What follows belongs to an exercise in optimizing a design on an open flow for a short achievable clock period and few clock cycles; a production flow would make more cautious choices. The RTL was checked by simulation tests, not by an equivalence proof against the original design. No activity file was given, so power comes from the tool's default toggle rates.

## beebc_core
module beebc_core (
    input  wire       clk,
    input  wire       rst,         
    output wire [3:0] mem_addr,
    input  wire [7:0] mem_rdata,
    output wire [7:0] mem_wdata,
    output wire       mem_we,
    output wire [7:0] out,
    output wire       out_strobe,
    output wire       halted
);
Size in the first run: ~310 flip-flops, roughly 33 I/O pins, ~0.016 mm^2 of cells after synthesis.
Settings: LEC_CHECK=0, ABC_CLOCK_PERIOD_IN_PS=2000, CAP_MARGIN=20, CORE_MARGIN=2, CORE_UTILIZATION=40, SETUP_SLACK_MARGIN=3.0, SLEW_MARGIN=20; clock period 5.0 ns.
run.sh (not shown) runs the stock make flow with config.mk's settings and CLKGATE_MAP_FILE= SYNTH_SCRIPT=/design/flow/synth_recipe.tcl, a recipe that flattens the netlist after the stock synthesis.
The first run completed without violations.
Testbench counts at the start, summed over its fixed seeds: cycles 27,888.
Change:
--- a/flow/design.v
+++ b/flow/design.v
@@ -47,21 +47,23 @@
     reg [15:0] fpc1_oh;     
     reg        pend;        
     reg        pkind;       
     reg  [7:0] firb;
     reg [15:0] fb_oh;
     reg        fbv;
     reg  [3:0] fpcb;
     reg  [3:0] fpcb1;
     reg  [3:0] fpcb2;
     reg [15:0] fpcb1_oh;
-    reg  [7:0] a;
+    reg  [7:0] a_reg;
+    reg        a_is_alu;
+    wire [7:0] a;
     reg  [7:0] alu;
     reg  [7:0] out_r;
     reg        cf;
     reg        zf;
     reg        halted_r;    
     reg        halted_o;    
     reg        out_valid;   
     reg  [7:0] mc [0:15];
     reg [15:0] mv;
     reg  [3:0] pa;          
@@ -95,28 +97,21 @@
     wire x_exec  = run & xv & ~((x_lda | x_alu) & ~bv) & ~(x_hlt & out_valid);
     wire advance = run & (~xv | x_exec);    
     wire x_flags = x_exec & x_alu;          
     wire [7:0] sum, dif;
     wire       s_co, d_co;
     beebc_add8 u_add (.x(a), .y(bop),  .ci(1'b0), .s(sum), .co(s_co));
     beebc_add8 u_sub (.x(a), .y(~bop), .ci(1'b1), .s(dif), .co(d_co));
     wire       ovf   = x_sub ? ~d_co : s_co;    
     wire [7:0] r     = x_sub ? dif : sum;
     wire       z_new = x_sub ? (a == bop) : ((a == 8'h00) & (bop == 8'h00));
-    wire       fa    = ~rst & x_flags & ~x_sub;
-    wire       fs    = ~rst & x_flags & x_sub;
-    wire [7:0] m_add = s_co ? alu : sum;
-    wire [7:0] m_sub = d_co ? dif : alu;
-    wire [7:0] a_ld  = rst ? 8'h00 : ((x_exec & x_lda) ? bop : ((x_exec & x_ldi) ? {4'h0, xn} : a));
-    wire [7:0] a_nx  = fa ? m_add : (fs ? m_sub : a_ld);
-    wire [7:0] alu_nx = fa ? m_add : (fs ? m_sub : (rst ? 8'h00 : alu));
-    wire       cf_nx = fa ? s_co : (fs ? ~d_co : (~rst & cf));
+    assign a = a_is_alu ? alu : a_reg;
     wire  [3:0] jn     = fir[3:0];
     wire        jv     = fv & ~pend;
     wire f_lda, f_alu, f_sub, f_sta, f_ldi, f_jmp, f_jc, f_jz, f_out, f_hlt;
     beebc_decoder u_dj (
         .opcode (fir[7:4]),
         .is_lda (f_lda), .is_alu (f_alu), .is_sub (f_sub), .is_sta (f_sta),
         .is_ldi (f_ldi), .is_jmp (f_jmp), .is_jc  (f_jc),  .is_jz  (f_jz),
         .is_out (f_out), .is_hlt (f_hlt)
     );
     wire j_pend  = x_flags & (f_jc | f_jz);
@@ -239,32 +234,36 @@
     wire f_load = (advance & (jv | pend)) | f_fill;
     always @(posedge clk) begin
         if (rst) begin
             xv       <= 1'b0;
             fv       <= 1'b0;
             pend     <= 1'b0;
             fpc      <= 4'h0;
             fpc1     <= 4'h1;
             fpc2     <= 4'h2;
             fpc1_oh  <= 16'h0002;
+            a_reg    <= 8'h00;
+            a_is_alu <= 1'b0;
+            alu      <= 8'h00;
             out_r    <= 8'h00;
+            cf       <= 1'b0;
             zf       <= 1'b0;
             halted_r <= 1'b0;
             halted_o <= 1'b0;
             out_valid <= 1'b0;
             pa       <= 4'h0;
             pwe      <= 1'b0;
             p_opnd   <= 1'b0;
             p_fill   <= 1'b1;
         end else begin
             out_valid <= outv_nx;
-            begin
+            if (run) begin
                 pa     <= pa_nx;
                 pwe    <= pwe_nx;
                 p_opnd <= opnd_nx;
                 p_fill <= fill_nx;
                 if (f_load) begin
                     fir   <= fload;
                 end
                 if (advance) begin
                     xir   <= fir;
                     xv    <= jv;
@@ -318,34 +317,36 @@
                         bop <= mem_rdata;
                         bv  <= 1'b1;
                     end
                     if (f_fill) begin
                         f_oh <= rd_oh;
                         fv   <= 1'b1;
                     end
                     halted_o <= halt_nx | (((xv & x_hlt) | early_h) & ~outv_nx);
                 end
             end
-            if (x_flags)
+            if (x_flags) begin
+                a_is_alu <= 1'b1;
+                if (~ovf) alu <= r;
+                cf  <= ovf;
                 zf  <= z_new;
+            end else if (x_exec & (x_lda | x_ldi)) begin
+                a_is_alu <= 1'b0;
+                a_reg    <= x_lda ? bop : {4'h0, xn};
+            end
             if (x_exec) begin
                 if (x_out) out_r <= a;
                 if (x_hlt) halted_r <= 1'b1;
             end
             if (halted_o) halted_r <= 1'b1;
         end
     end
-    always @(posedge clk) begin
-        a   <= a_nx;
-        alu <= alu_nx;
-        cf  <= cf_nx;
-    end
     assign mem_addr   = pa;
     assign mem_wdata  = a;
     assign mem_we     = pwe;
     assign out        = out_r;
     assign out_strobe = out_valid;
     assign halted     = halted_o;
 endmodule
 module beebc_add8 (
     input  wire [7:0] x,
     input  wire [7:0] y,
Effect: Flip-flop and latch count went up by 1; clock-buffer cell count went up by 2; total power went up by 3.5%; routed wire length went up by 4.0%; global-route usage went up by 2.9 points; maximum frequency went down by 2.9%.
Testbench counts after the change, summed over its fixed seeds: cycles 27,888.

---

beebc_core, a different RTL version from the one above (not shown whole).
Size in the first run: roughly 310 flip-flops, about 0.019 mm² of cells after synthesis.
Settings: LEC_CHECK=0, ABC_CLOCK_PERIOD_IN_PS=2000, CAP_MARGIN=20, CORE_MARGIN=2, CORE_UTILIZATION=40, SETUP_SLACK_MARGIN=3.0, SLEW_MARGIN=20; clock period 5.0 ns.
Testbench counts at the start, summed over its fixed seeds: cycles 26,090.
Change:
--- a/flow/design.v
+++ b/flow/design.v
@@ -83,37 +83,36 @@
     function [7:0] sel8;
         input [15:0] oh;
         integer k;
         begin
             sel8 = 8'h00;
             for (k = 0; k < 16; k = k + 1)
                 sel8 = sel8 | (mc[k] & {8{oh[k]}});
         end
     endfunction
     wire run = ~halted_r;
     wire rd  = ~pwe;
     wire [3:0] xn = xir[3:0];
-    wire x_exec  = run & xv & ~((x_lda | x_alu) & ~bv & ~p_opnd) & ~(x_hlt & out_valid);
-    wire [7:0] b = bv ? bop : mem_rdata;
+    wire x_exec  = run & xv & ~((x_lda | x_alu) & ~bv) & ~(x_hlt & out_valid);
     wire advance = run & (~xv | x_exec);    
     wire x_flags = x_exec & x_alu;          
     wire [7:0] sum, dif;
     wire       s_co, d_co;
-    beebc_add8 u_add (.x(a), .y(b),    .ci(1'b0), .s(sum), .co(s_co));
-    beebc_add8 u_sub (.x(a), .y(~b),   .ci(1'b1), .s(dif), .co(d_co));
+    beebc_add8 u_add (.x(a), .y(bop),  .ci(1'b0), .s(sum), .co(s_co));
+    beebc_add8 u_sub (.x(a), .y(~bop), .ci(1'b1), .s(dif), .co(d_co));
     wire       ovf   = x_sub ? ~d_co : s_co;    
     wire [7:0] r     = x_sub ? dif : sum;
-    wire       z_new = x_sub ? (a == b) : ((a == 8'h00) & (b == 8'h00));
+    wire       z_new = x_sub ? (a == bop) : ((a == 8'h00) & (bop == 8'h00));
     wire [7:0] alu_next = ovf ? alu : r;
-    wire [7:0] a_ld  = (x_exec & x_lda) ? b : ((x_exec & x_ldi) ? {4'h0, xn} : a);
+    wire [7:0] a_ld  = (x_exec & x_lda) ? bop : ((x_exec & x_ldi) ? {4'h0, xn} : a);
     wire [7:0] a_nr  = x_flags ? r : a_ld;
     wire [7:0] a_nx  = (x_flags & ovf) ? alu : a_nr;
     wire  [3:0] jn     = fir[3:0];
     wire        jv     = fv & ~pend;
     wire f_lda, f_alu, f_sub, f_sta, f_ldi, f_jmp, f_jc, f_jz, f_out, f_hlt;
     beebc_decoder u_dj (
         .opcode (fir[7:4]),
         .is_lda (f_lda), .is_alu (f_alu), .is_sub (f_sub), .is_sta (f_sta),
         .is_ldi (f_ldi), .is_jmp (f_jmp), .is_jc  (f_jc),  .is_jz  (f_jz),
         .is_out (f_out), .is_hlt (f_hlt)
     );
     wire j_pend  = x_flags & (f_jc | f_jz);
@@ -295,25 +294,24 @@
                     fir   <= fload;
                 end
                 if (byp) begin
                     xir   <= mem_rdata;
                     xv    <= 1'b1;
                     x_lda <= b_lda;
                     x_alu <= b_alu;
                     x_sub <= b_sub;
                     x_sta <= b_sta;
                     x_ldi <= b_ldi;
                     x_out <= b_out;
                     x_hlt <= b_hlt;
-                    bop   <= b_op;
                     bv    <= b_bv;
                     fv    <= b_fv;
                     f_oh  <= m2_oh;
                     fbv   <= 1'b0;
                     pend  <= b_pend;
                     pkind <= b_jz;
                     fpc     <= b_fpc;
                     fpc1    <= b_use ? b_n + 4'd1 : fpc2;
                     fpc2    <= b_use ? b_n + 4'd2 : fpc2 + 4'd1;
                     fpc1_oh <= b_use ? rotl(rd_oh) : fpc2_oh;
                     fpcb     <= fpc1;
                     fpcb1    <= fpc2;
@@ -321,25 +319,24 @@
                     fpcb1_oh <= fpc2_oh;
                     halted_o <= halt_nx | (b_hlt & ~outv_nx);
                 end else if (advance) begin
                     xir   <= fir;
                     xv    <= jv;
                     x_lda <= f_lda;
                     x_alu <= f_alu;
                     x_sub <= f_sub;
                     x_sta <= f_sta;
                     x_ldi <= f_ldi;
                     x_out <= f_out;
                     x_hlt <= f_hlt;
-                    bop   <= m1;
                     bv    <= m1ok;
                     if (jv) begin
                         f_oh <= f_oh_nx;
                         fv   <= use_a ? m1ok : m2okf;
                         pend <= j_pend;
                         pkind <= f_jz;
                         if (use_a) begin
                             fpc     <= jn;
                             fpc1    <= jn1;
                             fpc2    <= jn + 4'd2;
                             fpc1_oh <= jn1_oh;
                         end else begin
@@ -358,35 +355,35 @@
                     end else if (pend) begin
                         f_oh    <= p_oh;
                         fv      <= pv;
                         pend    <= 1'b0;
                         fpc     <= ppc;
                         fpc1    <= ppc1;
                         fpc2    <= ppc2;
                         fpc1_oh <= ppc1_oh;
                     end
                     halted_o <= halt_nx | (((jv & f_hlt) | early_a) & ~outv_nx);
                 end else begin
                     if (p_opnd) begin
-                        bop <= mem_rdata;
                         bv  <= 1'b1;
                     end
                     if (f_fill) begin
                         f_oh <= rd_oh;
                         fv   <= 1'b1;
                     end
                     halted_o <= halt_nx | (((xv & x_hlt) | early_h) & ~outv_nx);
                 end
             end
             a <= a_nx;
+            bop <= byp ? b_op : (advance ? m1 : mem_rdata);
             if (x_flags) begin
                 alu <= alu_next;
                 cf  <= ovf;
                 zf  <= z_new;
             end
             if (x_exec) begin
                 if (x_out) out_r <= a;
                 if (x_hlt) halted_r <= 1'b1;
             end
             if (halted_o) halted_r <= 1'b1;
         end
     end
Outcome: Sequential share of layout area rises by 2.3 points; cell count falls by 7.0%; clock skew came out higher by 17 ps; global-route usage drops by 1.5 points; non-clock buffer count drops by 119; worst setup slack gains 78 ps; wire length drops by 14%.
Testbench counts after the change, summed over its fixed seeds: cycles 26,560.

separate check: timing with driven ports:
No port has a modelled driver above. Below, the same layouts with a new extraction and two added sets of constraints.
Step 1 (the two cells are an assumption about what drives the block):
set clk [get_ports {clk}]
set_driving_cell -lib_cell sky130_fd_sc_hd__clkbuf_16 $clk
set_driving_cell -lib_cell sky130_fd_sc_hd__buf_2 [delete_from_list [all_inputs] $clk]
Step 2 times the ports against the registers' clock, not the clock port: input delays grow and output delays shrink by t, the midpoint of the rising clock arrivals with the driver on.
Three values: ideal, step 1, step 2; two values: the first two.
| run | shift t [ns] | slack for setup (ns) | clock arrival spread, ns | worst register clock-pin slew, ns | pins driven straight from the clock port |
|---|---|---|---|---|---|
| the first run of note 1 | 0.612 | 2.269 / 2.269 / 1.771 | 0.052 / 0.052 | 0.07 / 0.07 | 1 |
| the second run of note 1 | 0.580 | 2.188 / 2.135 / 1.962 | 0.027 / 0.026 | 0.07 / 0.07 | 1 |
| the first run of note 2 | 0.657 | 1.869 / 1.903 / 1.250 | 0.024 / 0.024 | 0.07 / 0.07 | 1 |
| the second run of note 2 | 0.630 | 1.946 / 1.946 / 1.493 | 0.040 / 0.040 | 0.07 / 0.07 | 1 |
After both steps setup and hold are still met in every run listed. For the first run of note 2, which loses most, drivers alone change the setup slack by +0.034 ns; drivers and shift together by -0.619 ns.
